This is an optimization exercise on Yosys and OpenROAD, whose aim is small area, not a production implementation. Function was checked by simulation only, so behaviour that the tests miss may differ from the original. No activity file was given, so power comes from the tool's default toggle rates.

===== design/flow/constraint.sdc =====
create_clock -name core_clock -period 10.0 [get_ports {clk}]
set_input_delay 2.0000 -clock core_clock [delete_from_list [all_inputs] [get_ports {clk}]]
set_output_delay 2.0000 -clock core_clock [all_outputs]
set_load 0.01 [all_outputs]

===== design/flow/flow/run.sh =====
#!/bin/bash
# The standard layout (standard.sh, which runs ORFS from synthesis to
# finish), with two changes that only make the layout smaller:
#  - every input and output port gets the smallest buffer, buf_1;
#  - the clock tree uses clkbuf_4 in clusters of at most 10 flip-flops and
#    no dummy loads.
# The make run's full output goes to make_finish.log in this folder; ORFS
# also keeps each step's log under orfs/logs.
set -euo pipefail
bash standard.sh \
  BUFFER_PORTS_ARGS="-buffer_cell sky130_fd_sc_hd__buf_1" \
  CTS_ARGS="-sink_clustering_enable -repair_clock_nets -dont_use_dummy_load -buf_list sky130_fd_sc_hd__clkbuf_4 -sink_clustering_size 10 -sink_clustering_max_diameter 40" \
  SKIP_REPAIR_TIE_FANOUT=1 \
  finish > make_finish.log 2>&1

===== design/flow/design.v =====
module s6afb_rx (
    input  wire        clk,
    input  wire        init,         
    input  wire        rx_take,      
    input  wire [7:0]  rx_data,
    input  wire [31:0] tick_z,       
    input  wire [18:0] d_a,          
    input  wire        c19_a,        
    input  wire        wd_restart,   
    output reg  [31:0] angle_ts,
    output reg  [15:0] acc_x,
    output reg  [15:0] acc_y,
    output reg  [15:0] acc_z,
    output reg  [15:0] gyro_x,
    output reg  [15:0] gyro_y,
    output reg  [15:0] gyro_z,
    output reg  [15:0] angle_x,
    output reg  [15:0] angle_y,
    output reg  [15:0] angle_z,
    output reg  [15:0] mag_x,
    output reg  [15:0] mag_y,
    output reg  [15:0] mag_z,
    output reg  [15:0] temp,
    output reg  [15:0] volt,
    output reg  [15:0] version,
    output reg  [31:0] last_frame_ts,
    output wire [31:0] angle_period,
    output wire [87:0] echo           
);
    localparam [7:0] SYNC       = 8'h55;
    localparam [7:0] TYPE_ACC   = 8'h51;
    localparam [7:0] TYPE_GYRO  = 8'h52;
    localparam [7:0] TYPE_ANGLE = 8'h53;
    localparam [7:0] TYPE_MAG   = 8'h54;
    localparam [7:0] TYPE_ECHO  = 8'h5F;
    localparam [2:0] T_OTHER = 3'd0;
    localparam [2:0] T_ACC   = 3'd1;
    localparam [2:0] T_GYRO  = 3'd2;
    localparam [2:0] T_ANGLE = 3'd3;
    localparam [2:0] T_MAG   = 3'd4;
    localparam [2:0] T_ECHO  = 3'd5;
    reg [63:0] hist_n;       
    reg [7:0]  sum;          
    reg [2:0]  ftype;        
    reg [3:0]  rx_cursor;
    reg        echo_seen;    
    reg [71:0] echo_data;    
    reg [18:0] period_lo;
    reg        period_c19;
    reg [12:0] prev_hi_n;
    wire first       = (rx_cursor == 4'd0);
    wire discard     = first && (rx_data != SYNC);
    wire last_byte   = (rx_cursor == 4'd10);
    wire frame_valid = rx_take && last_byte && (sum == rx_data);
    reg [2:0] code;
    always @(*) begin
        case (rx_data)
            TYPE_ACC:   code = T_ACC;
            TYPE_GYRO:  code = T_GYRO;
            TYPE_ANGLE: code = T_ANGLE;
            TYPE_MAG:   code = T_MAG;
            TYPE_ECHO:  code = T_ECHO;
            default:    code = T_OTHER;
        endcase
    end
    wire [63:0] hist_z = ~(hist_n | {64{init}});
    wire [7:0]  data_z = init ? 8'd0 : rx_data;
    wire [15:0] f0 = {hist_z[55:48], hist_z[63:56]};
    wire [15:0] f1 = {hist_z[39:32], hist_z[47:40]};
    wire [15:0] f2 = {hist_z[23:16], hist_z[31:24]};
    wire [15:0] f3 = {hist_z[7:0],   hist_z[15:8]};
    wire ld_acc   = init || (frame_valid && ftype == T_ACC);
    wire ld_gyro  = init || (frame_valid && ftype == T_GYRO);
    wire ld_angle = init || (frame_valid && ftype == T_ANGLE);
    wire ld_mag   = init || (frame_valid && ftype == T_MAG);
    wire ld_echo  = init || (frame_valid && ftype == T_ECHO);
    wire ld_ts    = init || frame_valid;
    always @(posedge clk) begin
        if (rx_take) begin
            hist_n <= {hist_n[55:0], ~rx_data};
            sum    <= (first ? 8'd0 : sum) + rx_data;
        end
        if (rx_take && rx_cursor == 4'd1)
            ftype <= code;
        if (init || wd_restart)
            rx_cursor <= 4'd0;
        else if (rx_take && !discard)
            rx_cursor <= last_byte ? 4'd0 : rx_cursor + 4'd1;
        if (ld_ts)
            last_frame_ts <= tick_z;
        if (ld_acc) begin
            acc_x <= f0;
            acc_y <= f1;
            acc_z <= f2;
        end
        if (ld_acc || ld_mag)
            temp <= f3;
        if (ld_gyro) begin
            gyro_x <= f0;
            gyro_y <= f1;
            gyro_z <= f2;
            volt   <= f3;
        end
        if (ld_angle) begin
            angle_x    <= f0;
            angle_y    <= f1;
            angle_z    <= f2;
            version    <= f3;
            angle_ts   <= tick_z;
            period_lo  <= d_a;
            period_c19 <= c19_a;
            prev_hi_n  <= ~(angle_ts[31:19] & {13{!init}});
        end
        if (ld_mag) begin
            mag_x <= f0;
            mag_y <= f1;
            mag_z <= f2;
        end
        if (ld_echo) begin
            echo_seen <= !init;
            echo_data <= {hist_z, data_z};
        end
    end
    wire [12:0] period_hi;
    s6afb_ripple #(.N(13)) u_period_hi (
        .a(angle_ts[31:19]), .b(prev_hi_n), .cin(period_c19), .s(period_hi), .cout());
    assign angle_period = {period_hi, period_lo};
    assign echo = {1'b0, echo_seen, 1'b0, echo_seen, 1'b0, echo_seen, 1'b0, echo_seen,
                   1'b0, echo_seen, 1'b0, echo_seen, echo_seen, echo_seen, echo_seen, echo_seen,
                   echo_data};
endmodule
module s6afb_tx (
    input  wire        clk,
    input  wire        init,
    input  wire        issue_stb,
    input  wire [7:0]  issue_reg,
    input  wire [15:0] issue_val,
    input  wire        drive_stb,
    input  wire [31:0] tick,
    input  wire [6:0]  d_a,          
    input  wire        hi0_a,        
    output reg  [31:0] tx_ts,
    output reg         issue_busy,   
    output reg         tx_stb,       
    output wire [39:0] tx_data       
);
    localparam [1:0] IDLE           = 2'd0;
    localparam [1:0] UNLOCK_PENDING = 2'd1;
    localparam [1:0] UNLOCK_SENT    = 2'd2;
    localparam [1:0] COMMAND_SENT   = 2'd3;
    localparam [23:0] UNLOCK_TAIL = 24'h69_88_B5;
    reg [23:0] cmd;
    reg [1:0]  tx_progress;
    wire gap_done = !(hi0_a && !(d_a[6] || d_a[5] || d_a[4]) &&
                      !(d_a[3] && (d_a[2] || d_a[1])));
    wire idle     = (tx_progress == IDLE);
    wire send     = drive_stb && (tx_progress == UNLOCK_PENDING ||
                                  (tx_progress == UNLOCK_SENT && gap_done));
    always @(posedge clk) begin
        issue_busy <= issue_stb && !idle;
        tx_stb     <= send;
        if (issue_stb && idle)
            cmd <= {issue_reg, issue_val[7:0], issue_val[15:8]};
        if (send)
            tx_ts <= tick;
        if (init)
            tx_progress <= IDLE;
        else if (issue_stb && idle)
            tx_progress <= UNLOCK_PENDING;
        else if (drive_stb) begin
            case (tx_progress)
                IDLE: ;
                UNLOCK_PENDING: tx_progress <= UNLOCK_SENT;
                UNLOCK_SENT:    if (gap_done) tx_progress <= COMMAND_SENT;
                COMMAND_SENT:   if (gap_done) tx_progress <= IDLE;
            endcase
        end
    end
    assign tx_data = {16'hFF_AA, tx_progress[0] ? cmd : UNLOCK_TAIL};
endmodule
module s6afb_wd (
    input  wire        clk,
    input  wire        init,
    input  wire        wd_stb,
    input  wire [31:0] tick_z,       
    input  wire [6:0]  d_a,          
    input  wire        hi0_a,        
    input  wire [6:0]  d_b,          
    input  wire        hi0_b,        
    output reg  [31:0] wd_restart_ts,
    output wire        restart
);
    wire stale  = !(hi0_a && !(d_a[6] && d_a[5] &&
                               (d_a[4] || d_a[3] || (d_a[2] && (d_a[1] || d_a[0])))));
    wire rested = !(hi0_b && !(d_b[6] && d_b[5] && (d_b[4] || d_b[3] || d_b[2])));
    assign restart = wd_stb && stale && rested;
    always @(posedge clk) begin
        if (init || restart)
            wd_restart_ts <= tick_z;
    end
endmodule
module s6afb_elapsed #(
    parameter LO = 7
) (
    input  wire [31:0]   nnow,
    input  wire [31:0]   t,
    output wire [LO-1:0] d,
    output wire          cout,
    output wire          hi_zero
);
    wire [LO-1:0] s;
    wire          b7, b_lo;
    s6afb_ripple #(.N(7)) u_lo7 (
        .a(nnow[6:0]), .b(t[6:0]), .cin(1'b0), .s(s[6:0]), .cout(b7));
    generate
        if (LO > 7) begin : g_more
            s6afb_ripple #(.N(LO - 7)) u_hi (
                .a(nnow[LO-1:7]), .b(t[LO-1:7]), .cin(b7), .s(s[LO-1:7]), .cout(b_lo));
        end else begin : g_seven
            assign b_lo = b7;
        end
    endgenerate
    assign d    = ~s;
    assign cout = ~b_lo;
    wire [31:7] x = nnow[31:7] ^ t[31:7];
    wire [31:7] c = {nnow[30:7] & t[30:7], b7};
    assign hi_zero = &(x ^ c);
endmodule
module s6afb_ripple #(
    parameter N = 8
) (
    input  wire [N-1:0] a,
    input  wire [N-1:0] b,
    input  wire         cin,
    output wire [N-1:0] s,
    output wire         cout
);
    wire [N:0] c;
    assign c[0] = cin;
    genvar i;
    generate
        for (i = 0; i < N; i = i + 1) begin : g_bit
            assign s[i]   = a[i] ^ b[i] ^ c[i];
            assign c[i+1] = (a[i] & b[i]) | (a[i] & c[i]) | (b[i] & c[i]);
        end
    endgenerate
    assign cout = c[N];
endmodule
module s6afb (
    input  wire        clk,
    input  wire [31:0] tick,
    input  wire        init_stb,
    input  wire [3:0]  init_tag,
    input  wire        rx_stb,
    input  wire [3:0]  rx_tag,
    input  wire [7:0]  rx_data,
    input  wire        issue_stb,
    input  wire [7:0]  issue_reg,
    input  wire [15:0] issue_val,
    input  wire        drive_stb,
    input  wire        wd_stb,
    output wire        issue_busy,
    output reg         rx_arm,
    output wire        tx_stb,
    output wire [39:0] tx_data,
    output wire [15:0] acc_x,
    output wire [15:0] acc_y,
    output wire [15:0] acc_z,
    output wire [15:0] gyro_x,
    output wire [15:0] gyro_y,
    output wire [15:0] gyro_z,
    output wire [15:0] angle_x,
    output wire [15:0] angle_y,
    output wire [15:0] angle_z,
    output wire [15:0] mag_x,
    output wire [15:0] mag_y,
    output wire [15:0] mag_z,
    output wire [15:0] temp,
    output wire [15:0] volt,
    output wire [15:0] version,
    output wire [31:0] last_frame_ts,
    output wire [31:0] angle_period,
    output wire [87:0] echo
);
    reg  [3:0] cfg_tag;
    wire       rx_take = rx_stb && (rx_tag == cfg_tag);
    wire       wd_restart;
    wire [31:0] tick_z = init_stb ? 32'd0 : tick;
    wire [31:0] angle_ts, tx_ts, wd_restart_ts;
    wire [31:0] t_a = {({13{drive_stb}} & tx_ts[31:19]) | ({13{wd_stb}} & last_frame_ts[31:19]),
                       ({19{drive_stb}} & tx_ts[18:0]) | ({19{rx_stb}} & angle_ts[18:0]) |
                       ({19{wd_stb}} & last_frame_ts[18:0])};
    wire [18:0] d_a;
    wire        c19_a, hi0_a;
    s6afb_elapsed #(.LO(19)) u_ela (
        .nnow(~tick_z), .t(t_a), .d(d_a), .cout(c19_a), .hi_zero(hi0_a));
    wire [6:0]  d_b;
    wire        c7_b, hi0_b;
    s6afb_elapsed #(.LO(7)) u_elb (
        .nnow(~tick_z), .t(wd_restart_ts), .d(d_b), .cout(c7_b), .hi_zero(hi0_b));
    always @(posedge clk) begin
        if (init_stb)
            cfg_tag <= init_tag;
        rx_arm <= init_stb || rx_take || wd_restart;
    end
    s6afb_rx u_rx (
        .clk           (clk),
        .init          (init_stb),
        .rx_take       (rx_take),
        .rx_data       (rx_data),
        .tick_z        (tick_z),
        .d_a           (d_a),
        .c19_a         (c19_a),
        .wd_restart    (wd_restart),
        .angle_ts      (angle_ts),
        .acc_x         (acc_x),
        .acc_y         (acc_y),
        .acc_z         (acc_z),
        .gyro_x        (gyro_x),
        .gyro_y        (gyro_y),
        .gyro_z        (gyro_z),
        .angle_x       (angle_x),
        .angle_y       (angle_y),
        .angle_z       (angle_z),
        .mag_x         (mag_x),
        .mag_y         (mag_y),
        .mag_z         (mag_z),
        .temp          (temp),
        .volt          (volt),
        .version       (version),
        .last_frame_ts (last_frame_ts),
        .angle_period  (angle_period),
        .echo          (echo)
    );
    s6afb_tx u_tx (
        .clk        (clk),
        .init       (init_stb),
        .issue_stb  (issue_stb),
        .issue_reg  (issue_reg),
        .issue_val  (issue_val),
        .drive_stb  (drive_stb),
        .tick       (tick),
        .d_a        (d_a[6:0]),
        .hi0_a      (hi0_a),
        .tx_ts      (tx_ts),
        .issue_busy (issue_busy),
        .tx_stb     (tx_stb),
        .tx_data    (tx_data)
    );
    s6afb_wd u_wd (
        .clk           (clk),
        .init          (init_stb),
        .wd_stb        (wd_stb),
        .tick_z        (tick_z),
        .d_a           (d_a[6:0]),
        .hi0_a         (hi0_a),
        .d_b           (d_b),
        .hi0_b         (hi0_b),
        .wd_restart_ts (wd_restart_ts),
        .restart       (wd_restart)
    );
endmodule

===== design/flow/config.mk =====
export PLATFORM = sky130hd
export DESIGN_NAME = s6afb
export DESIGN_NICKNAME = s6afb
export VERILOG_FILES = /design/flow/design.v
export SDC_FILE = /design/flow/constraint.sdc
export NUM_CORES = 4
export LEC_CHECK = 0
export CAP_MARGIN = 0
export CORE_MARGIN = 2
export CORE_UTILIZATION = 75
export SLEW_MARGIN = 0

===== design/flow/standard.sh =====
#!/bin/bash
# synth_recipe.tcl (not shown) runs the flow's synth.tcl, then flattens the netlist and writes it again
# the make line also repeats each setting of config.mk as NAME=value (left out here)
make -C /OpenROAD-flow-scripts/flow DESIGN_CONFIG=/design/flow/config.mk WORK_HOME=/design/flow/orfs CLKGATE_MAP_FILE= SYNTH_SCRIPT=/design/flow/synth_recipe.tcl "${@:-finish}"

==> run summary, run 1 <==
result of the run finished clean; clock latency (worst-skew pair) 0.72 ns; mean post-synth cell area 18.59 um^2; GRT overflow 0; fill count 1306; final hold vios 0; Lkg Pwr approximately 8.9 nW; Most used DFF post-synth edfxtp_1; VDD IR max 0.0001435 V; Synth Cell Area 21990 um^2; final slew viol count 0; Tcrit/Tclk final 0.9573; Post-route DRC 0; area of the die a little over 30000 um^2; utilization after layout 0.8590; sink count of the clock tree 586; IO Pins 513; drt total wl 52.69 mm; Root Buffer clkbuf_4; switching pwr 0.001205 W; CTS Buffer Depth 3; first-pass GRT wire length 77.63 mm; Final Critical Period 9.573 ns; Max-Cap Viols 0; Netlist cell types 56; initial drt markers 1636; Clock Skew 0.08683 ns; core outline area 28780 um^2; clock-pin slew of the registers on the worst-case setup and hold paths 0.10 ns; Worst Tran Pin Value 0.9913 ns; CP endpoint kind flop; critical path launch point type primary input; Logic pwr share 0.142; post-synth top area cell edfxtp_1; Switching Share 0.2584; worst setup margin 0.4269 ns; cell count after synthesis ~1200; antenna violations before repair 3; row cnt 62; PD cells 188.6 nW/um^2; TritonCTS clock tree built; most frequent cell after synthesis edfxtp_1; drt pass-1 iters 8; Layout area overhead 12.40%; cts bufs inserted 71; R2R cell count 22; clock power share 0.214; commonest cells in the netlist edfxtp_1, nor2_1, inv_1; Post-synth ARST share 0; post-CTS sizing 0; Die Wd 175.3 um; Buffers on Ports 490; peak fanout along the critical path 2; RSZ-0062 raised after global routing no; slew margin rel. 0.3392; count of warnings emitted by yosys 4; Hold Path Depth 0; Int Pwr approximately 0.0035 W; CP Class in -> reg; routed vias 12710; Placement Setup Slack -0.2447 ns; Yosys top cell area share 0.7878; Tot GR Track Use 0.3508; Max Freq 104.5 MHz; htree depth 3; Post-synth EDFFs 577; layout cells sized above 1 0.06554; Initial Util 0.7642; hold buffers post-CTS 0; vias per cell 6.067; Worst Hold Class reg -> reg; antenna-violating nets left 0; GP Congestion 0.8917; Synth area leaders edfxtp_1, ha_1, fa_1; register share of total power 0.644; sequential-to-total area share from yosys stat 0.7959; Synth Register Bits 586; drt wl/cell 25.16 um; Crit path required time 10.45 ns; DP Wirelength 38.21 mm; final net count 1887; Hold Slack 0.4285 ns; number of global-route vias before repair 12850; Post-CTS Repair Setup Buffers 0; WP data arrival 10.02 ns; Final setup viols 0; Die H 175.3 um; pin count of the biggest net entering global routing 84
[cell usage in the layout, fill, tap and decap left out, types with 2 or more instances in the layout]
cell type	count
nand3_1	7
nand4_1	11
nor4_1	7
buf_1	489
edfxtp_1	577
o21ai_0	7
a222oi_1	19
nand2b_1	13
buf_4	24
a21o_1	3
inv_1	73
xor2_1	40
nor2b_1	12
fa_1	36
xnor2_1	32
nor3_1	3
o41ai_2	2
nor3_2	2
dfxtp_1	9
and2_1	15
nand2_1	50
nor2_1	84
nor4_4	2
clkbuf_4	72
conb_1	2
o21a_1	3
a21oi_1	7
and3_1	2
a31oi_1	2
a22o_1	12
nor3b_1	2
ha_1	62
[sequential cells by signal, indices dropped and copies added, names as in the netlist, 19 cells and up]
register / cells
u_rx.echo_data: 72
u_rx.hist_n: 64
u_rx.angle_ts: 32
u_rx.last_frame_ts: 32
u_tx.tx_ts: 32
u_wd.wd_restart_ts: 32
u_tx.cmd: 24
u_rx.period_lo: 19
[power groups by stage]
stage / Sequential [W] / Combinational, W / Clock, W
2_1_floorplan: 0.00308 / 0.000352 / 0
3_3_place_gp: 0.00304 / 0.000638 / 0
3_5_place_dp: 0.00305 / 0.000658 / 0
4_1_cts: 0.00300 / 0.000662 / 0.00101
5_1_grt: 0.00302 / 0.000719 / 0.00110
6_report: 0.00300 / 0.000663 / 0.000998
[metrics by stage]
stage / power, W / setup TNS, ns / instance area [um^2] / std cells
after floorplan: 0.003433 / -86.69 / 22000 / 1183
after global placement: 0.003682 / -0.1319 / 24190 / 2022
after detailed placement: 0.003713 / -0.4313 / 24190 / 2022
after CTS: 0.004674 / 0 / 24720 / 2093
after global routing: 0.004835 / 0 / 24720 / 2094
final: 0.004663 / 0 / 24720 / 2094
[worst max-delay path: stages]
cell and delay [ns]:
buf_1 0.18, a222oi_1 0.12, inv_1 0.07, ha_1 0.14, inv_1 0.05, fa_1 0.38, fa_1 0.40, fa_1 0.44
fa_1 0.40, fa_1 0.40, fa_1 0.41, fa_1 0.39, fa_1 0.41, fa_1 0.40, fa_1 0.40, fa_1 0.42
fa_1 0.44, fa_1 0.44, fa_1 0.43, fa_1 0.42, fa_1 0.42, fa_1 0.43, fa_1 0.43
[per-layer routing]
| metal | GRT usage | routed length (um) | vias up |
|---|---|---|---|
| met5 | 0 | 12 | - |
| met4 | 0.1458 | 2225 | 2 |
| met3 | 0.07186 | 5305 | 132 |
| met2 | 0.5878 | 26820 | 937 |
| met1 | 0.4592 | 18330 | 6257 |
| li1 | - | - | 5377 |
[layout make-up]
class,count,area [um^2],area share
Timing Repair Buffer,514,2023,0.08184
Clock buffer,71,533.0,0.02156
Sequential cell,586,17510,0.7081
Antenna cell,1,2.502,0.0001012
Tap cell,384,480.5,0.01943
Inverter,73,274.0,0.01108
Multi-Input combinational cell,465,3902,0.1579
[worst paths after layout]
path                        start                  to  slack [ns]
setup reg to reg    u_tx.tx_ts[0]  u_rx.period_lo[18]        1.63
hold / removal    u_rx.hist_n[27]     u_rx.hist_n[35]        0.43
setup / recovery           rx_stb  u_rx.period_lo[18]        0.43
hold reg to reg   u_rx.hist_n[27]     u_rx.hist_n[35]        0.43
[kinds of logic after synthesis]
group | Yosys count | synth area share
flip-flops | 586 | 0.7959
AND/OR/NAND/NOR | 223 | 0.05108
buffers and inverters | 132 | 0.02907
adder cells (fa/ha/maj) | 98 | 0.06804
XOR/XNOR | 73 | 0.02969
AO/OA/AOI/OAI | 68 | 0.02537
other | 2 | 0.0003414
multiplexers | 1 | 0.0004551
==> run 2: changes to the inputs <==
--- a/design/flow/flow/run.sh
+++ b/design/flow/flow/run.sh
@@ -10,5 +10,4 @@
 bash standard.sh \
   BUFFER_PORTS_ARGS="-buffer_cell sky130_fd_sc_hd__buf_1" \
   CTS_ARGS="-sink_clustering_enable -repair_clock_nets -dont_use_dummy_load -buf_list sky130_fd_sc_hd__clkbuf_4 -sink_clustering_size 10 -sink_clustering_max_diameter 40" \
-  SKIP_REPAIR_TIE_FANOUT=1 \
   finish > make_finish.log 2>&1
==> run summary, run 2 <==
WP data arrival 9.87 ns (-0.15 ns); Worst path most repeated cell fa_1; Final Critical Period 9.392 ns (-0.1814 ns); antenna violations before repair 4 (+1); VDD IR max 0.0001487 V (+3.6%); TritonCTS clock tree built; RSZ-0062 raised after global routing no; Tcrit/Tclk final 0.9392 (-0.01814); Clock Skew 0.08498 ns (-0.001846 ns); vias per cell 6.019 (-0.79%); WP buf/inv 3 (unchanged); largest family of logic cells by synthesized area adder cells; number of global-route vias before repair 12660 (-1.5%); antenna-violating nets left 0 (unchanged); core outline area 28780 um^2 (unchanged); commonest cells after routing, fill and taps aside edfxtp_1, buf_1, nor2_1; Yosys top cell area share 0.7878 (unchanged); pin count of the biggest net entering global routing 84 (unchanged); layout cells sized above 1 0.06315 (-0.002384); row cnt 62 (unchanged); drt wl/cell 25.96 um (+3.2%); cell family with most CP delay adder cells; count of warnings emitted by yosys 4 (unchanged); routed vias 12710 (+0.063%); most common cell after layout, fill and taps aside edfxtp_1; Max Freq 106.5 MHz (+1.9%); Post-Synth XOR/XNOR Area 0.02969 (unchanged); post-CTS sizing 0 (unchanged); commonest cells in the netlist edfxtp_1, nor2_1, inv_1; Crit path required time 10.48 ns (+0.03 ns); peak fanout along the critical path 2 (unchanged); Worst Tran Pin Value 1.166 ns (+0.1749 ns); Hold Path Depth 0 (unchanged); slew margin rel. 0.2226 (-0.1166); Max-Cap Viols 0 (unchanged); GP Congestion 0.8655 (-2.9%); CTS Buffer Depth 3 (unchanged); Post-synth EDFFs 577 (unchanged); Synth Area in Compound Gates 0.02537 (unchanged); dpl cells 2041 (+0.94%); fill count 1298 (-0.61%); Synth Cell Area 21990 um^2 (unchanged); Post-Synth Simple-Gate Area 0.05108 (unchanged); Die H 175.3 um (unchanged); result of the run finished clean; final hold vios 0 (unchanged); sink count of the clock tree 586 (unchanged); drt total wl 54.83 mm (+4.0%); CP endpoint kind flop; initial drt markers 1552 (-5.1%); max reg flops 72 (unchanged); Placement Setup Slack -0.07924 ns (+0.1654 ns); Layout area overhead 12.65%; critical path launch point type primary input; most frequent cell after synthesis edfxtp_1; post-synth top area cell edfxtp_1; Post-route DRC 0 (unchanged); Non-Filler Instances 2112 (+0.86%); mean post-synth cell area 18.59 um^2 (unchanged); area of the die 30710 um^2 (unchanged); sequential-to-total area share from yosys stat 0.7959 (unchanged); htree depth 3 (unchanged); adder-cell share of the synthesized area 0.06804 (unchanged); CP max stage cell fa_1; Netlist cell types 56 (unchanged); cells along the critical path buf_1 -> a222oi_1 -> inv_1 -> ha_1 -> inv_1 -> fa_1 -> fa_1 -> fa_1 -> fa_1 -> fa_1 -> fa_1 -> fa_1 -> fa_1 -> fa_1 -> fa_1 -> fa_1 -> fa_1 -> fa_1 -> fa_1 -> fa_1 -> fa_1 -> fa_1 -> fa_1; worst setup margin 0.6082 ns (+0.1814 ns); cell count after synthesis 1183 (unchanged); IO Pins 513 (unchanged); final net count 1904 (+0.90%); Synth Register Bits 586 (unchanged); cts bufs inserted 69 (-2.8%); Post-synth ARST share 0 (unchanged); R2R cell count 22 (unchanged); Final setup viols 0 (unchanged); Crit path depth 23 (unchanged); Die Wd 175.3 um (unchanged); Initial Util 0.7642 (unchanged); clock-pin slew of the registers on the worst-case setup and hold paths 0.11 ns (about the same); Synth area leaders edfxtp_1, ha_1, fa_1; first-pass GRT wire length 79.43 mm (+2.3%); Buffers on Ports 490 (unchanged); Worst Hold Class reg -> reg; Tot GR Track Use 0.3593 (+0.008471); drt pass-1 iters 9 (+1); CP max stage delay 0.42 ns (-0.02 ns); GRT overflow 0 (unchanged); Post-CTS Repair Setup Buffers 0 (unchanged); biggest regs u_rx.echo_data x72, u_rx.hist_n x64; Biggest register u_rx.echo_data; PD cells 189.1 nW/um^2 (+0.24%); clock latency (worst-skew pair) 0.72 ns (about the same); hold buffers post-CTS 0 (unchanged); final slew viol count 0 (unchanged); Lkg Pwr 8.955 nW (+0.57%); Most used DFF post-synth edfxtp_1; CP Class in -> reg; post-synthesis mux area share 0.0004551 (unchanged); Root Buffer clkbuf_4; Hold Slack 0.4084 ns (-0.02013 ns); DP Wirelength 38.70 mm (+1.3%)
-- run 2: cell counts after synthesis --
Identical to the previous run, type by type.
-- run 2: path summary, 6_finish.rpt --
path / from / end / slack (ns)
hold / removal: u_rx.hist_n[22] / u_rx.hist_n[30] / 0.41
setup reg to reg: u_rx.last_frame_ts[0] / u_rx.period_lo[18] / 1.78
hold reg to reg: u_rx.hist_n[22] / u_rx.hist_n[30] / 0.41
setup / recovery: drive_stb / u_rx.period_lo[18] / 0.61
-- run 2: per-stage QoR --
step	TNS, ns	area [um^2]	total power (W)	utilization
floorplan	-86.69	22080	0.003433	-
global placement	-0.06346	24250	0.003689	0.8428
detailed placement	-0.1026	24250	0.003716	0.8428
CTS	0	24770	0.004687	0.8608
global route	0	24780	0.004848	0.8608
finish	0	24780	0.004685	0.8609
-- run 2: kinds of logic after synthesis --
kind of cell / after synthesis
flops: 586
simple gates: 223
buf+inv: 132
fa+ha+maj: 98
xor+xnor: 73
compound gates: 68
other cells: 2
mux: 1
-- run 2: power by group --
part | switching [W] | leakage [nW] | internal, W
Clock | 0.000690 | 0.317 | 0.000320
Combinational | 0.000459 | 2.87 | 0.000211
Sequential | 0.0000869 | 5.76 | 0.00292
-- run 2: layer usage --
| metal | up-vias | wire [um] | part of all wire | track usage |
|---|---|---|---|---|
| met5 | - | 13 | 0.00024 | 0 |
| met4 | 2 | 2306 | 0.042 | 0.1542 |
| met3 | 133 | 5695 | 0.10 | 0.07576 |
| met2 | 947 | 27780 | 0.51 | 0.6002 |
| met1 | 6221 | 19030 | 0.35 | 0.4680 |
| li1 | 5410 | - | - | - |
-- run 2: cell type report --
cell class / instances / area [um^2] / area share
Multi-Input combinational cell: 485 / 3978 / 0.1605
Clock buffer: 69 / 518.0 / 0.02091
Timing Repair Buffer: 513 / 2016 / 0.08135
Inverter: 73 / 274.0 / 0.01106
Sequential cell: 586 / 17510 / 0.7066
Tap cell: 384 / 480.5 / 0.01939
Antenna cell: 2 / 5.005 / 0.0002020
-- run 2: worst reg2reg max path: stages (launching register included) --
cell	delay (ns)
edfxtp_1	0.38
a222oi_1	0.07
inv_1	0.07
ha_1	0.14
inv_1	0.05
fa_1	0.41
fa_1	0.41
fa_1	0.39
fa_1	0.40
fa_1	0.40
fa_1	0.40
fa_1	0.40
fa_1	0.39
fa_1	0.40
fa_1	0.40
fa_1	0.40
fa_1	0.42
fa_1	0.42
fa_1	0.41
fa_1	0.41
fa_1	0.42
fa_1	0.42
fa_1	0.42
==> run 3: changes to the inputs <==
==> design/flow/flow/run.sh (replaced) <==
#!/bin/bash
# The standard layout (standard.sh, which runs ORFS from synthesis to
# finish), with three changes that only make the layout smaller:
#  - every input and output port gets the smallest buffer, buf_1;
#  - the clock tree uses clkbuf_4 in clusters of at most 10 flip-flops and
#    no dummy loads;
#  - the constant outputs share synthesis's tie cells instead of getting
#    one tie cell each.
# The make run's full output goes to make_finish.log in this folder; ORFS
# also keeps each step's log under orfs/logs.
set -euo pipefail
bash standard.sh \
  BUFFER_PORTS_ARGS="-buffer_cell sky130_fd_sc_hd__buf_1" \
  CTS_ARGS="-sink_clustering_enable -repair_clock_nets -dont_use_dummy_load -buf_list sky130_fd_sc_hd__clkbuf_4 -sink_clustering_size 10 -sink_clustering_max_diameter 40" \
  SKIP_REPAIR_TIE_FANOUT=1 \
  finish > make_finish.log 2>&1
==> run summary, run 3 <==
Most used DFF post-synth edfxtp_1; WP data arrival 10.02 ns (+0.15 ns); drt total wl 52.69 mm (-3.9%); layout cells sized above 1 0.06554 (+0.002384); biggest regs u_rx.echo_data x72, u_rx.hist_n x64; Post-DP Area 24190 um^2 (-0.28%); cell family with most CP delay adder cells; post-CTS sizing 0 (unchanged); met3 routed WL 5.305 mm (-6.8%); Yosys top cell area share 0.7878 (unchanged); clock-pin slew of the registers on the worst-case setup and hold paths 0.10 ns (about the same); final net count 1887 (-0.89%); Initial Util 0.7642 (unchanged); Post-Synth XOR/XNOR Area 0.02969 (unchanged); Crit path required time 10.45 ns (-0.03 ns); Worst Tran Pin Value 0.9913 ns (-0.1749 ns); clock latency (worst-skew pair) 0.72 ns (about the same); sequential-to-total area share from yosys stat 0.7959 (unchanged); utilization after layout 0.8590 (-0.001913); RSZ-0062 raised after global routing no; post-synth top area cell edfxtp_1; Die H 175.3 um (unchanged); CP Class in -> reg; commonest cells after routing, fill and taps aside edfxtp_1, buf_1, nor2_1; final hold vios 0 (unchanged); Post-Synth Simple-Gate Area 0.05108 (unchanged); largest family of logic cells by synthesized area adder cells; Max Freq 104.5 MHz (-1.9%); Root Buffer clkbuf_4; CP endpoint kind flop; critical path launch point type primary input; Post-Layout Inst Area 24720 um^2 (-0.22%); most common cell after layout, fill and taps aside edfxtp_1; Clock Skew 0.08683 ns (+0.001846 ns); Lkg Pwr 8.904 nW (-0.56%); VDD IR max 0.0001435 V (-3.5%); first-pass GRT wire length 77.63 mm (-2.3%); area of the die 30710 um^2 (unchanged); drt wl/cell 25.16 um (-3.1%); commonest cells in the netlist edfxtp_1, nor2_1, inv_1; TritonCTS clock tree built; vias per cell 6.067 (+0.80%); Layout area overhead 12.40%; Post-CTS Repair Setup Buffers 0 (unchanged); GRT overflow 0 (unchanged); post-synthesis mux area share 0.0004551 (unchanged); WP buf/inv 3 (unchanged); peak fanout along the critical path 2 (unchanged); drt pass-1 iters 8 (-1); Post-synth ARST share 0 (unchanged); Final setup viols 0 (unchanged); slew margin rel. 0.3392 (+0.1166); cells along the critical path buf_1 -> a222oi_1 -> inv_1 -> ha_1 -> inv_1 -> fa_1 -> fa_1 -> fa_1 -> fa_1 -> fa_1 -> fa_1 -> fa_1 -> fa_1 -> fa_1 -> fa_1 -> fa_1 -> fa_1 -> fa_1 -> fa_1 -> fa_1 -> fa_1 -> fa_1 -> fa_1; CP max stage delay 0.44 ns (+0.02 ns); Worst Hold Class reg -> reg; final slew viol count 0 (unchanged); DP Wirelength 38.21 mm (-1.3%); Tcrit/Tclk final 0.9573 (+0.01814); Worst path most repeated cell fa_1; top sig layer met5; Synth area leaders edfxtp_1, ha_1, fa_1; Post-route DRC 0 (unchanged); core outline area 28780 um^2 (unchanged); Hold Slack 0.4285 ns (+0.02013 ns); Die Wd 175.3 um (unchanged); Post-synth EDFFs 577 (unchanged); CP max stage cell fa_1; cts bufs inserted 71 (+2.9%); PD cells 188.6 nW/um^2 (-0.24%); sink count of the clock tree 586 (unchanged); initial drt markers 1636 (+5.4%); Biggest register u_rx.echo_data; Synth Area in Compound Gates 0.02537 (unchanged); most frequent cell after synthesis edfxtp_1; cell count after synthesis 1183 (unchanged); IO Pins 513 (unchanged); hold buffers post-CTS 0 (unchanged); Buffers on Ports 490 (unchanged); row cnt 62 (unchanged); Synth Cell Area 21990 um^2 (unchanged); routed vias 12710 (-0.063%); Tot GR Track Use 0.3508 (-0.008471); CTS Buffer Depth 3 (unchanged); GP Congestion 0.8917 (+3.0%); adder-cell share of the synthesized area 0.06804 (unchanged); number of global-route vias before repair 12850 (+1.5%); antenna violations before repair 3 (-1); mean post-synth cell area 18.59 um^2 (unchanged); Synth Register Bits 586 (unchanged); max reg flops 72 (unchanged); met1 WL 18.33 mm (-3.7%); pin count of the biggest net entering global routing 84 (unchanged); result of the run finished clean; Netlist cell types 56 (unchanged); Final Critical Period 9.573 ns (+0.1814 ns); Max-Cap Viols 0 (unchanged); count of warnings emitted by yosys 4 (unchanged); htree depth 3 (unchanged); overall power 0.004663 W (-0.46%); antenna-violating nets left 0 (unchanged); met2 routed WL 26.82 mm (-3.4%)
## run 3: cell counts after synthesis
Identical to the previous run, type by type.
## run 3: routing by layer
layer  global-route usage  up-vias
li1                     -     5377
met3              0.07186      132
met2               0.5878      937
met4               0.1458        2
met5                    0        -
met1               0.4592     6257
## run 3: worst paths after layout
check | startpoint | endpoint | slack [ns] | cells past startpoint
worst max-delay path | rx_stb | u_rx.period_lo[18] | 0.43 | 23
worst min-delay path | u_rx.hist_n[27] | u_rx.hist_n[35] | 0.43 | 0
worst max register to register | u_tx.tx_ts[0] | u_rx.period_lo[18] | 1.63 | 22
worst min register to register | u_rx.hist_n[27] | u_rx.hist_n[35] | 0.43 | 0
## run 3: logic make-up after synthesis
family                   Yosys count
AO/OA/AOI/OAI                     68
XOR/XNOR                          73
adder cells (fa/ha/maj)           98
buffers and inverters            132
flip-flops                       586
multiplexers                       1
other                              2
AND/OR/NAND/NOR                  223
## run 3: through the flow
| stage | cells | setup TNS [ns] | worst slack, ns |
|---|---|---|---|
| final | 2094 | 0 | 0.4269 |
| after global placement | 2022 | -0.1319 | -0.1004 |
| after floorplan | 1183 | -86.69 | -0.9030 |
| after global routing | 2094 | 0 | 0.2378 |
| after detailed placement | 2022 | -0.4313 | -0.2447 |
| after CTS | 2093 | 0 | 0.4625 |
## run 3: where the power goes
group | internal (W) | switching, W | leakage, nW
Combinational | 0.000213 | 0.000450 | 2.81
Clock | 0.000329 | 0.000669 | 0.327
Sequential | 0.00292 | 0.0000852 | 5.76
Total | 0.00346 | 0.00120 | 8.90
## run 3: cell type report
| cell class | count | area [um^2] |
|---|---|---|
| Sequential cell | 586 | 17510 |
| Fill cell | 1306 | 4058 |
| Multi-Input combinational cell | 465 | 3902 |
| Timing Repair Buffer | 514 | 2023 |
| Clock buffer | 71 | 533.0 |
| Tap cell | 384 | 480.5 |
| Inverter | 73 | 274.0 |
| Antenna cell | 1 | 2.502 |
==> run 4: changes to the inputs <==
--- a/design/flow/design.v
+++ b/design/flow/design.v
@@ -200,7 +200,8 @@
     end
 endmodule
 module s6afb_elapsed #(
-    parameter LO = 7
+    parameter LO = 7,
+    parameter ZC = 7             
 ) (
     input  wire [31:0]   nnow,
     input  wire [31:0]   t,
@@ -209,22 +210,30 @@
     output wire          hi_zero
 );
     wire [LO-1:0] s;
-    wire          b7, b_lo;
-    s6afb_ripple #(.N(7)) u_lo7 (
-        .a(nnow[6:0]), .b(t[6:0]), .cin(1'b0), .s(s[6:0]), .cout(b7));
+    wire          b_zc, b_lo;
+    s6afb_ripple #(.N(ZC)) u_lo (
+        .a(nnow[ZC-1:0]), .b(t[ZC-1:0]), .cin(1'b0), .s(s[ZC-1:0]), .cout(b_zc));
     generate
-        if (LO > 7) begin : g_more
-            s6afb_ripple #(.N(LO - 7)) u_hi (
-                .a(nnow[LO-1:7]), .b(t[LO-1:7]), .cin(b7), .s(s[LO-1:7]), .cout(b_lo));
-        end else begin : g_seven
-            assign b_lo = b7;
+        if (LO > ZC) begin : g_more
+            s6afb_ripple #(.N(LO - ZC)) u_hi (
+                .a(nnow[LO-1:ZC]), .b(t[LO-1:ZC]), .cin(b_zc), .s(s[LO-1:ZC]), .cout(b_lo));
+        end else begin : g_none
+            assign b_lo = b_zc;
         end
     endgenerate
     assign d    = ~s;
     assign cout = ~b_lo;
-    wire [31:7] x = nnow[31:7] ^ t[31:7];
-    wire [31:7] c = {nnow[30:7] & t[30:7], b7};
-    assign hi_zero = &(x ^ c);
+    wire [31:ZC] x = nnow[31:ZC] ^ t[31:ZC];
+    wire [31:ZC] c = {nnow[30:ZC] & t[30:ZC], b_zc};
+    wire         mid_zero;
+    generate
+        if (ZC > 7) begin : g_mid
+            assign mid_zero = &s[ZC-1:7];    
+        end else begin : g_nomid
+            assign mid_zero = 1'b1;
+        end
+    endgenerate
+    assign hi_zero = mid_zero && &(x ^ c);
 endmodule
 module s6afb_ripple #(
     parameter N = 8
@@ -292,7 +301,7 @@
                        ({19{wd_stb}} & last_frame_ts[18:0])};
     wire [18:0] d_a;
     wire        c19_a, hi0_a;
-    s6afb_elapsed #(.LO(19)) u_ela (
+    s6afb_elapsed #(.LO(19), .ZC(12)) u_ela (
         .nnow(~tick_z), .t(t_a), .d(d_a), .cout(c19_a), .hi_zero(hi0_a));
     wire [6:0]  d_b;
     wire        c7_b, hi0_b;
==> run summary, run 4 <==
result of the run finished clean; sink count of the clock tree 586 (unchanged); post-synthesis mux area share 0.0006895 (+0.0002344); count of warnings emitted by yosys 4 (unchanged); Synth Area in Compound Gates 0.02499 (-0.0003769); Final setup viols 0 (unchanged); Final Critical Period 9.471 ns (-0.1016 ns); first-pass GRT wire length 75.02 mm (-3.4%); peak fanout along the critical path 2 (unchanged); post-CTS sizing 0 (unchanged); utilization after layout 0.8572 (-0.001769); Register Area 17510 um^2 (unchanged); Biggest register u_rx.echo_data; clock-pin slew of the registers on the worst-case setup and hold paths 0.10 ns (about the same); Worst Hold Class reg -> reg; max reg flops 72 (unchanged); commonest cells after routing, fill and taps aside edfxtp_1, buf_1, nor2_1; routed vias 12400 (-2.4%); drt total wl 51.37 mm (-2.5%); met2 Use GR 0.5714 (-0.01633); commonest cells in the netlist edfxtp_1, nor2_1, inv_1; TritonCTS clock tree built; slew margin rel. 0.1900 (-0.1492); fill count 1347 (+3.1%); Post-Synth Simple-Gate Area 0.04867 (-0.002417); Post-Route Setup TNS 0 ns (unchanged); antenna violations before repair 1 (-2); IO Pins 513 (unchanged); Crit path required time 10.45 ns (about the same); Synth area leaders edfxtp_1, fa_1, ha_1; GRT busiest layer met2; CP endpoint kind flop; Placement Setup Slack -0.1021 ns (+0.1426 ns); CTS Buffer Depth 3 (unchanged); GP Congestion 0.9106 (+2.1%); R2R cell count 22 (unchanged); DP Wirelength 36.34 mm (-4.9%); Worst Tran Pin Value 1.215 ns (+0.2237 ns); Post-CTS Repair Setup Buffers 0 (unchanged); drt pass-1 iters 8 (unchanged); Die H 174.4 um (-0.49%); drt wl/cell 24.67 um (-1.9%); row cnt 62 (unchanged); critical path launch point type primary input; Die Wd 174.4 um (-0.49%); Synth Cell Area 21780 um^2 (-1.0%); met3 Resource Use GR 0.07043 (-0.001433); hold buffers post-CTS 0 (unchanged); FF-to-FF setup slack 1.73 ns (+0.10 ns); final hold vios 0 (unchanged); Post-route DRC 0 (unchanged); worst setup margin 0.5285 ns (+0.1016 ns); Max-Cap Viols 0 (unchanged); Post-Synth XOR/XNOR Area 0.02775 (-0.001942); Post-Layout Inst Area 24540 um^2 (-0.74%); Post-synth EDFFs 577 (unchanged); VDD IR max 0.0001283 V (-11%); Netlist cell types 47 (-16%); Layout area overhead 12.69%; adder-cell share of the synthesized area 0.06585 (-0.002189); most common cell after layout, fill and taps aside edfxtp_1; most frequent cell after synthesis edfxtp_1; largest family of logic cells by synthesized area adder cells; Post-DP Area 24000 um^2 (-0.76%); vias per cell 5.956 (-1.8%); met1 Use GR 0.4529 (-0.006293); biggest regs u_rx.echo_data x72, u_rx.hist_n x64; PD cells 181.9 nW/um^2 (-3.6%); Initial Util 0.7607 (-0.003507); Lkg Pwr 8.694 nW (-2.4%); sequential-to-total area share from yosys stat 0.8040 (+0.008003); Root Buffer clkbuf_4; clock latency (worst-skew pair) 0.74 ns (+0.02 ns); GRT overflow 0 (unchanged); number of global-route vias before repair 12240 (-4.7%); Most used DFF post-synth edfxtp_1; mean post-synth cell area 18.58 um^2 (about the same); final slew viol count 0 (unchanged); CP Class in -> reg; Tot GR Track Use 0.3404 (-0.01040); Buffers on Ports 490 (unchanged); Hold Path Depth 0 (unchanged); WP data arrival 9.92 ns (-0.10 ns); Max Freq 105.6 MHz (+1.1%); final net count 1870 (-0.90%); Yosys top cell area share 0.7957 (+0.007921); cts bufs inserted 71 (unchanged); area of the multi-input gates 3731 um^2 (-4.4%); Post-synth ARST share 0 (unchanged); Clock Skew 0.1007 ns (+0.01383 ns); area of the die 30410 um^2 (-0.97%); pin count of the biggest net entering global routing 85 (+1.2%); Synth Register Bits 586 (unchanged); post-synth top area cell edfxtp_1; initial drt markers 1471 (-10%); Tcrit/Tclk final 0.9471 (-0.01016); htree depth 3 (unchanged); RSZ-0062 raised after global routing no; antenna-violating nets left 0 (unchanged); cell count after synthesis 1172 (-0.93%); layout cells sized above 1 0.06423 (-0.001304); core outline area 28630 um^2 (-0.54%)
==> run 4: power breakdown <==
part / internal (W) / switching, W
combinational: 0.000169 / 0.000360
clock: 0.000328 / 0.000681
sequential: 0.00287 / 0.0000570
total: 0.00337 / 0.00110
==> run 4: routing by layer <==
layer  wire length, um  vias up  part of all wire
met5                 0        -                 0
met4              1895        0             0.037
met3              5411      109              0.11
met2             26270      897              0.51
met1             17790     6063              0.35
li1                  -     5331                 -
==> run 4: final cells by class <==
class                      instances  share of cell area
inverter                          68             0.01045
antenna                            1           0.0001020
timing repair buffer             513             0.08265
multi-input combinational        459              0.1521
sequential                       586              0.7134
clock buffer                      71             0.02172
tap                              384             0.01958
==> run 4: worst max-delay path: stages <==
cell      delay [ns]
buf_1           0.18
a222oi_1        0.12
inv_1           0.07
ha_1            0.14
inv_1           0.05
fa_1            0.37
fa_1            0.40
fa_1            0.41
fa_1            0.40
fa_1            0.41
fa_1            0.42
fa_1            0.40
fa_1            0.39
fa_1            0.40
fa_1            0.41
fa_1            0.40
fa_1            0.44
fa_1            0.41
fa_1            0.41
fa_1            0.40
fa_1            0.42
fa_1            0.42
fa_1            0.43
==> run 4: stage by stage <==
stage | std cells | total power, W | hold slack [ns]
finish | 2082 | 0.004464 | 0.4389
global route | 2082 | 0.004619 | 0.4344
CTS | 2081 | 0.004474 | 0.4402
detailed placement | 2010 | 0.003504 | 0.4349
global placement | 2010 | 0.003482 | 0.4320
floorplan | 1172 | 0.003282 | 0.4275
==> run 4: logic make-up (layout without fill, tap and decap cells) <==
logic type,after synthesis,in the layout
other,2,3
muxes,1,1
buffers and inverters,127,652
AOI/OAI and AO/OA,70,70
and+or+nand+nor,224,224
DFF,586,586
xor gates and xnor gates,69,69
adders and majority gates,93,93
==> run 4: final timing paths <==
check	from	end
worst max-delay path	rx_stb	u_rx.period_lo[18]
worst min-delay path	u_rx.hist_n[40]	u_rx.hist_n[48]
worst max register to register	u_rx.last_frame_ts[0]	u_rx.period_lo[18]
worst min register to register	u_rx.hist_n[40]	u_rx.hist_n[48]

==> re-timing with driven ports <==
In the flow no input, the clock included, has a driving cell. The finished layouts below were timed again as built, in two steps. Step 1 sets driving cells, clkbuf_16 on the clock port and buf_2 on the other inputs (assumed; they add their load-dependent delay and slew). Step 2 also shifts input and output timing later by t, the mid clock arrival at the registers, as if the neighbouring blocks saw the same clock. a / b / c = ideal ports / drivers / drivers and shift; a / b = the first two.
run	t (ns)	slack for setup (ns)	hold slack, ns	worst setup path at the end	slew at the worst register clock pin (ns)
run 1	0.720	0.427 / 0.453 / -0.266	0.428 / 0.428 / 0.428	input to register	0.11 / 0.11
run 2	0.728	0.608 / 0.618 / -0.109	0.408 / 0.408 / 0.408	input to register	0.11 / 0.11
run 3	0.720	0.427 / 0.453 / -0.266	0.428 / 0.428 / 0.428	input to register	0.11 / 0.11
run 4	0.737	0.529 / 0.542 / -0.195	0.439 / 0.439 / 0.439	input to register	0.11 / 0.11
Met with ideal ports but missed after step 2: setup timing in every run listed. For run 4, which loses most, drivers alone change the setup slack by +0.013 ns; drivers and shift together by -0.724 ns.
